This design comes from an exercise in tuning for small area and a short achievable clock period on the open sky130 flow, not from production work. Where RTL was checked, it was by simulation tests only, not by an equivalence proof against the original.

## tdma_mac_dp
module tdma_mac_dp (
    input  wire        clk,
    input  wire        rst,             
    input  wire        cap_valid,       
    input  wire [15:0] cap_value,
    input  wire        upd_valid,       
    input  wire        active_pll,      
    input  wire        period_wr,       
    input  wire [15:0] period_wr_value,
    input  wire [1:0]  ring_idx,        
    output wire [15:0] ring_word,
    output reg  [15:0] period,
    output wire [15:0] last_beacon_time,
    output wire [2:0]  ring_count,
    output reg  [1:0]  ring_cursor,
    input  wire        slot_wr,         
    input  wire [1:0]  slot_wr_idx,
    input  wire [7:0]  slot_wr_data,
    input  wire [7:0]  num_clients,
    input  wire [15:0] short_addr,
    input  wire [7:0]  local_in,
    input  wire        build_beacon,    
    input  wire        build_response,  
    input  wire        upload,          
    input  wire [4:0]  stage_idx,       
    output reg  [7:0]  stage_byte,
    output wire [7:0]  tx_len,
    output wire [7:0]  seq_no
);
Size: about 1,200 cells after synthesis.
Settings: LEC_CHECK=0, ABC_AREA=1, CAP_MARGIN=20, CORE_MARGIN=2, CORE_UTILIZATION=35, CTS_BUF_LIST=sky130_fd_sc_hd__clkbuf_4 sky130_fd_sc_hd__clkbuf_8, CTS_CLUSTER_SIZE=10, PLACE_DENSITY=0.8, SLEW_MARGIN=20; clock period 20.0 ns.
standard.sh (not shown) runs the stock make flow with config.mk's settings and CLKGATE_MAP_FILE= SYNTH_SCRIPT=/design/flow/synth_recipe.tcl, a recipe that flattens the netlist after the stock synthesis.
==> flow/flow/run.sh <==
#!/bin/bash
# Standard ORFS layout (standard.sh) with small port buffers and a tighter
# setup-repair target; make's full output goes to make_finish.log.
set -euo pipefail
bash standard.sh SETUP_SLACK_MARGIN=10.5 "BUFFER_PORTS_ARGS=-buffer_cell sky130_fd_sc_hd__buf_1" finish > make_finish.log 2>&1
Edit:
==> flow/flow/run.sh (replaced) <==
#!/bin/bash
# Standard ORFS layout (standard.sh) with small port buffers and a tighter
# setup-repair target; make's full output goes to make_finish.log.
set -euo pipefail
bash standard.sh SETUP_SLACK_MARGIN=11 "BUFFER_PORTS_ARGS=-buffer_cell sky130_fd_sc_hd__buf_1" finish > make_finish.log 2>&1
Effect: The changed run completed without violations; worst setup slack improves by 13 ps; cell area rose by 3.3%; wire length rose by 2.5%; fmax barely changes; via count fell by 0.62%.
Function was not checked in any run of this note: the RTL went through the layout flow alone.


tdma_mac_dp, a different RTL version from the one above (not shown whole).
Size in the first run: roughly 1200 cells after synthesis, roughly 180 flip-flops, roughly 170 I/O pins, ~10000 um2 of cells after synthesis.
Settings: LEC_CHECK=0, ABC_AREA=1, CAP_MARGIN=20, CORE_MARGIN=2, CORE_UTILIZATION=35, CTS_BUF_LIST=sky130_fd_sc_hd__clkbuf_4 sky130_fd_sc_hd__clkbuf_8, CTS_CLUSTER_SIZE=10, GPL_ROUTABILITY_DRIVEN=0, PLACE_DENSITY=0.8, SLEW_MARGIN=20; clock period 20.0 ns.
==> flow/flow/run.sh <==
#!/bin/bash
# Standard ORFS layout (standard.sh) with small port buffers and a tighter
# setup-repair target; make's full output goes to make_finish.log.
set -euo pipefail
bash standard.sh SETUP_SLACK_MARGIN=10 "BUFFER_PORTS_ARGS=-buffer_cell sky130_fd_sc_hd__buf_1" finish > make_finish.log 2>&1
Then changed:
--- a/flow/config.mk
+++ b/flow/config.mk
@@ -11,5 +11,2 @@
-export CORE_UTILIZATION = 35
-export CTS_BUF_LIST = sky130_fd_sc_hd__clkbuf_4 sky130_fd_sc_hd__clkbuf_8
-export CTS_CLUSTER_SIZE = 10
-export GPL_ROUTABILITY_DRIVEN = 0
-export PLACE_DENSITY = 0.8
+export CORE_UTILIZATION = 30
+export CTS_BUF_LIST = sky130_fd_sc_hd__clkbuf_8 sky130_fd_sc_hd__clkbuf_16
Die area climbs by 16%.
Synthesized cell count stays the same.
Design area climbs by 2.9%.
Setup slack improved by 0.083 ns.
Maximum frequency climbs by 0.85%.
Global-route usage drops by 1.9 points.
Then changed:
--- a/flow/config.mk
+++ b/flow/config.mk
@@ -11,2 +11,4 @@
-export CORE_UTILIZATION = 30
-export CTS_BUF_LIST = sky130_fd_sc_hd__clkbuf_8 sky130_fd_sc_hd__clkbuf_16
+export CORE_UTILIZATION = 35
+export CTS_BUF_LIST = sky130_fd_sc_hd__clkbuf_4 sky130_fd_sc_hd__clkbuf_8
+export CTS_CLUSTER_SIZE = 10
+export PLACE_DENSITY = 0.8
Effect:
- The new run passed the timing, design-rule and antenna checks
- worst setup slack gains 0.020 ns
- cell count shrinks by 3.8%
- hold slack barely changes
- clock-buffer cell count went down by 1
- register-to-register slack got worse by 0.13 ns
- first-iteration DRC count grows by 0.53%
- design area decreases by 3.0%
- die area came out lower by 14%
Then changed:
==> flow/flow/run.sh (replaced) <==
#!/bin/bash
# Standard ORFS layout (standard.sh) with small port buffers and a tighter
# setup-repair target; make's full output goes to make_finish.log.
set -euo pipefail
bash standard.sh SETUP_SLACK_MARGIN=10.3 "BUFFER_PORTS_ARGS=-buffer_cell sky130_fd_sc_hd__buf_1" finish > make_finish.log 2>&1
The changed run ran to the end with no violations.
Die area is unchanged.
Fmax went up by 1.2%.
First-iteration DRC count went down by 2.1%.
Worst setup slack gains 0.12 ns.
Core utilization went up by 0.56 points.
Synthesized area stays the same.
Register-to-register slack gains 0.15 ns.
Then changed:
==> flow/flow/run.sh (replaced) <==
#!/bin/bash
# Standard ORFS layout (standard.sh) with small port buffers and a tighter
# setup-repair target; make's full output goes to make_finish.log.
set -euo pipefail
bash standard.sh SETUP_SLACK_MARGIN=9.5 "BUFFER_PORTS_ARGS=-buffer_cell sky130_fd_sc_hd__buf_1" finish > make_finish.log 2>&1
--- a/flow/config.mk
+++ b/flow/config.mk
@@ -14 +13,0 @@
-export PLACE_DENSITY = 0.8
Outcome:
- The changed run ran to the end with no violations
- first-iteration DRC count goes up by 7.0%
- final area shrinks by about 1.6%
- area after synthesis does not change
- cell count hardly moves
- count of clock-buffer cells in the layout does not change


Another version of the RTL of tdma_mac_dp (not shown whole).
Size in the first run: ~180 flip-flops, about 13,000 um^2 of cells after synthesis.
==> flow/design.v (excerpt) <==
module tdma_mac_dp (
    input  wire        clk,
    input  wire        rst,             
    input  wire        cap_valid,       
    input  wire [15:0] cap_value,
    input  wire        upd_valid,       
    input  wire        active_pll,      
    input  wire        period_wr,       
    input  wire [15:0] period_wr_value,
    input  wire [1:0]  ring_idx,        
    output wire [15:0] ring_word,
    output reg  [15:0] period,
    output wire [15:0] last_beacon_time,
    output wire [2:0]  ring_count,
    output reg  [1:0]  ring_cursor,
    input  wire        slot_wr,         
    input  wire [1:0]  slot_wr_idx,
    input  wire [7:0]  slot_wr_data,
    input  wire [7:0]  num_clients,
    input  wire [15:0] short_addr,
    input  wire [7:0]  local_in,
    input  wire        build_beacon,    
    input  wire        build_response,  
    input  wire        upload,          
    input  wire [4:0]  stage_idx,       
    output reg  [7:0]  stage_byte,
    output wire [7:0]  tx_len,
    output reg  [7:0]  seq_no
);
export LEC_CHECK = 0
export CAP_MARGIN = 20
export CORE_MARGIN = 2
export CORE_UTILIZATION = 30
export SLEW_MARGIN = 20
create_clock -name core_clock -period 20.0 [get_ports {clk}]
==> flow/flow/run.sh <==
#!/bin/bash
# Standard ORFS layout with smaller port buffers and a tighter setup repair target.
set -euo pipefail
bash standard.sh SETUP_SLACK_MARGIN=10 "BUFFER_PORTS_ARGS=-buffer_cell sky130_fd_sc_hd__buf_1" finish > make_finish.log 2>&1
The baseline finished with timing, DRC and antenna clean.
Next try:
==> flow/run.sh (new file) <==
#!/bin/bash
# synth_recipe.tcl (not shown) runs the flow's synth.tcl, then flattens the netlist and writes it again
# the make line also repeats each setting of config.mk as NAME=value (left out here)
make -C /OpenROAD-flow-scripts/flow DESIGN_CONFIG=/design/flow/config.mk WORK_HOME=/design/flow/orfs CLKGATE_MAP_FILE= SYNTH_SCRIPT=/design/flow/synth_recipe.tcl finish
--- a/flow/config.mk
+++ b/flow/config.mk
@@ -10 +10 @@
-export CORE_UTILIZATION = 30
+export CORE_UTILIZATION = 40
removed: flow/flow/run.sh
removed: flow/standard.sh
Result: Sequential share of layout area rises by 0.85 points; setup slack degrades by 1.2 ns; critical path depth is lower by 1; final area falls by 2.9%; wire length goes down by about 9%.
Next try:
==> flow/flow/run.sh (new file) <==
#!/bin/bash
# Standard ORFS layout with smaller port buffers and a tighter setup repair target.
set -euo pipefail
bash standard.sh SETUP_SLACK_MARGIN=10 "BUFFER_PORTS_ARGS=-buffer_cell sky130_fd_sc_hd__buf_2" finish > make_finish.log 2>&1
==> flow/standard.sh (new file) <==
#!/bin/bash
# synth_recipe.tcl (not shown) runs the flow's synth.tcl, then flattens the netlist and writes it again
# the make line also repeats each setting of config.mk as NAME=value (left out here)
make -C /OpenROAD-flow-scripts/flow DESIGN_CONFIG=/design/flow/config.mk WORK_HOME=/design/flow/orfs CLKGATE_MAP_FILE= SYNTH_SCRIPT=/design/flow/synth_recipe.tcl "${@:-finish}"
removed: flow/run.sh
Effect: The changed run went through all stages and came out clean; cell count went up by 2.7%; final area went up by 1.8%; routed wire length went up by 1.7%; count of clock-buffer cells in the layout went up by 6; global-route usage went down by 0.21 points; core utilization went up by 0.90 points; setup slack improved by 1.1 ns; via count went up by 4.5%.
Function was not checked in any run of this note: the RTL went through the layout flow alone.


## job 2891
Another version of the RTL of tdma_mac_dp (not shown whole).
Size: roughly 1300 cells after synthesis, ~180 flip-flops, about 170 I/O pins.
// tdma_mac_dp
module tdma_mac_dp (
    input  wire        clk,
    input  wire        rst,             
    input  wire        cap_valid,       
    input  wire [15:0] cap_value,
    input  wire        upd_valid,       
    input  wire        active_pll,      
    input  wire        period_wr,       
    input  wire [15:0] period_wr_value,
    input  wire [1:0]  ring_idx,        
    output wire [15:0] ring_word,
    output reg  [15:0] period,
    output wire [15:0] last_beacon_time,
    output wire [2:0]  ring_count,
    output reg  [1:0]  ring_cursor,
    input  wire        slot_wr,         
    input  wire [1:0]  slot_wr_idx,
    input  wire [7:0]  slot_wr_data,
    input  wire [7:0]  num_clients,
    input  wire [15:0] short_addr,
    input  wire [7:0]  local_in,
    input  wire        build_beacon,    
    input  wire        build_response,  
    input  wire        upload,          
    input  wire [4:0]  stage_idx,       
    output wire [7:0]  stage_byte,
    output wire [7:0]  tx_len,
    output wire [7:0]  seq_no
);
clock: 20.0 ns
lec_check: 0
abc_area: 1
cap_margin: 20
core_margin: 2
core_utilization: 35
cts_buf_list: sky130_fd_sc_hd__clkbuf_4 sky130_fd_sc_hd__clkbuf_8
cts_cluster_size: 10
place_density: 0.8
slew_margin: 20
synth_hierarchical: 1
synth_minimum_keep_size: 0
==> flow/flow/run.sh <==
#!/bin/bash
# Standard ORFS layout (standard.sh) with small port buffers and a tighter
# setup-repair target; make's full output goes to make_finish.log.
set -euo pipefail
bash standard.sh SETUP_SLACK_MARGIN=10.5 "BUFFER_PORTS_ARGS=-buffer_cell sky130_fd_sc_hd__buf_1" finish > make_finish.log 2>&1
Job 2891 went all the way through synthesis, placement and routing and the layout is clean on timing, DRC and antenna.
## Diff of input files: job 3487 against job 2891
# job 2891
export LEC_CHECK = 0
export ABC_AREA = 1
export CAP_MARGIN = 20
export CORE_MARGIN = 2
export CORE_UTILIZATION = 35
export CTS_BUF_LIST = sky130_fd_sc_hd__clkbuf_4 sky130_fd_sc_hd__clkbuf_8
export CTS_CLUSTER_SIZE = 10
export PLACE_DENSITY = 0.8
export SLEW_MARGIN = 20
export SYNTH_HIERARCHICAL = 1
export SYNTH_MINIMUM_KEEP_SIZE = 0
create_clock -name core_clock -period 20.0 [get_ports {clk}]
# job 3487
export LEC_CHECK = 0
export ABC_AREA = 1
export CAP_MARGIN = 20
export CORE_MARGIN = 2
export CORE_UTILIZATION = 30
export CTS_BUF_LIST = sky130_fd_sc_hd__clkbuf_4 sky130_fd_sc_hd__clkbuf_8
export CTS_CLUSTER_SIZE = 10
export PLACE_DENSITY = 0.8
export SLEW_MARGIN = 20
export SYNTH_HIERARCHICAL = 1
export SYNTH_MINIMUM_KEEP_SIZE = 0
create_clock -name core_clock -period 20.0 [get_ports {clk}]
[summary]
- Count of non-filler cells in the finished layout: job 3487 higher than job 2891
- Going from job 2891 to job 3487, routing usage on met1 went down; final sum of negative setup slack held; relative area of non-clock buffer cells in the final design did not really move.
- Re via count of the first global-routing pass: job 2891 was higher than job 3487.
- Longest individual stage delay on the worst path delta for job 3487 relative to job 2891: 0.12 ns lower
The inputs of job 3660 differ from those of job 3487 as listed below.
# job 3487
export LEC_CHECK = 0
export ABC_AREA = 1
export CAP_MARGIN = 20
export CORE_MARGIN = 2
export CORE_UTILIZATION = 30
export CTS_BUF_LIST = sky130_fd_sc_hd__clkbuf_4 sky130_fd_sc_hd__clkbuf_8
export CTS_CLUSTER_SIZE = 10
export PLACE_DENSITY = 0.8
export SLEW_MARGIN = 20
export SYNTH_HIERARCHICAL = 1
export SYNTH_MINIMUM_KEEP_SIZE = 0
create_clock -name core_clock -period 20.0 [get_ports {clk}]
# job 3660
export LEC_CHECK = 0
export ABC_AREA = 1
export CAP_MARGIN = 20
export CORE_MARGIN = 2
export CORE_UTILIZATION = 35
export CTS_BUF_LIST = sky130_fd_sc_hd__clkbuf_4 sky130_fd_sc_hd__clkbuf_8
export CTS_CLUSTER_SIZE = 10
export PLACE_DENSITY = 0.8
export SLEW_MARGIN = 20
export SYNTH_HIERARCHICAL = 1
export SYNTH_MINIMUM_KEEP_SIZE = 0
create_clock -name core_clock -period 20.0 [get_ports {clk}]
==> flow/flow/run.sh <==
#!/bin/bash
# Standard ORFS layout (standard.sh) with small port buffers and a tighter
# setup-repair target; make's full output goes to make_finish.log.
set -euo pipefail
bash standard.sh SETUP_SLACK_MARGIN=10.25 "BUFFER_PORTS_ARGS=-buffer_cell sky130_fd_sc_hd__buf_1" finish > make_finish.log 2>&1
Notes after the runs:
- Summary — global routing usage on met2, job 3660 relative to job 3487: higher, by 3.2 points.
- Job 3660 — number of detailed-routing iterations run before antenna repair 1 higher, job 3487 as reference
- Compared with job 3487, job 3660 shows final area lower by about 1.8%.
- Setup slack in job 3660 is smaller than in job 3487.
diff inputs: job 3660 => job 3119
==> flow/flow/run.sh <==
#!/bin/bash
# Standard ORFS layout (standard.sh) with small port buffers and a tighter
# setup-repair target; make's full output goes to make_finish.log.
set -euo pipefail
bash standard.sh SETUP_SLACK_MARGIN=11 "BUFFER_PORTS_ARGS=-buffer_cell sky130_fd_sc_hd__buf_1" finish > make_finish.log 2>&1
Notes after the runs:
- Going from job 3660 to job 3119, final worst hold slack decreased 0.0035 ns; number of sinks handled by clock tree synthesis was more or less identical; utilization has increased; detailed-route wire length on metal 1 went up about 6%.
> inputs changed (job 3119 -> job 6281)
==> flow/flow/run.sh <==
#!/bin/bash
# Standard ORFS layout (standard.sh) with small port buffers and a tighter
# setup-repair target; make's full output goes to make_finish.log.
set -euo pipefail
bash standard.sh SETUP_SLACK_MARGIN=10 "BUFFER_PORTS_ARGS=-buffer_cell sky130_fd_sc_hd__buf_1" finish > make_finish.log 2>&1
Findings:
- From job 3119 to job 6281 the numbers moved as follows: total number of vias down about 2.4%, area after synthesis now sits at about the same level, minimum clock period climbed 0.65 ns.
- Relative to job 3119, routed length on met3 decreased by 2.1% in job 6281.
- Number of non-clock buffers: job 6281 < job 3119
- Every stage of the flow completed for job 6281, and the final layout passed the timing, design-rule and antenna checks.
- Compared with job 3119, in job 6281 final design instance area without fill decreased by 0.0011 mm2 relative to the old numbers, core occupancy in the finished layout now smaller.

-- afterwards: timing with drivers on the ports --
No port has a modelled driver above. Below, the same layouts with a new extraction and two added sets of constraints. Step 1 (the two cells are an assumption about what drives the block):
set clk [get_ports {clk}]
set_driving_cell -lib_cell sky130_fd_sc_hd__clkbuf_16 $clk
set_driving_cell -lib_cell sky130_fd_sc_hd__buf_2 [delete_from_list [all_inputs] $clk]
Step 2 also shifts input and output timing later by t, the mid clock arrival at the registers, as if the neighbouring blocks saw the same clock. Slacks: ideal / step 1 / step 2; pairs: ideal / step 1.
run	t, ns	setup slack, ns	hold WS [ns]	worst slew at a driven data input, ns	cell pins on the clock port's net
the first run of note 1	0.515	10.449 / 10.395 / 10.395	0.433 / 0.433 / 0.433	0.08	1
the second run of note 1	0.520	10.462 / 10.411 / 10.411	0.439 / 0.439 / 0.439	0.08	1
the first run of note 2	0.544	10.136 / 10.114 / 10.114	0.443 / 0.443 / 0.443	0.06	1
the second run of note 2	0.480	10.219 / 10.193 / 10.193	0.430 / 0.430 / 0.430	0.08	1
the third run of note 2	0.530	10.239 / 10.214 / 10.214	0.428 / 0.428 / 0.428	0.06	1
the fourth run of note 2	0.532	10.358 / 10.337 / 10.337	0.429 / 0.429 / 0.429	0.07	1
the fifth run of note 2	0.516	10.003 / 9.981 / 9.981	0.424 / 0.424 / 0.424	0.10	1
the first run of note 3	0.484	10.100 / 10.073 / 10.073	0.435 / 0.435 / 0.435	0.10	1
the second run of note 3	0.478	8.899 / 8.868 / 8.868	0.434 / 0.434 / 0.434	0.08	1
the third run of note 3	0.480	10.044 / 10.020 / 10.020	0.431 / 0.431 / 0.431	0.08	1
job 2891	0.503	10.583 / 10.558 / 10.558	0.435 / 0.435 / 0.435	0.09	1
job 3487	0.513	10.618 / 10.588 / 10.588	0.442 / 0.442 / 0.442	0.09	1
job 3660	0.499	10.368 / 10.343 / 10.343	0.436 / 0.436 / 0.436	0.09	1
job 3119	0.512	10.829 / 10.763 / 10.763	0.432 / 0.432 / 0.432	0.07	1
job 6281	0.503	10.184 / 10.159 / 10.159	0.436 / 0.436 / 0.436	0.09	1
After both steps setup and hold are still met in every run listed. The setup slack of job 3119, which loses most, moves by -0.066 ns with the drivers and by -0.066 ns with both steps.
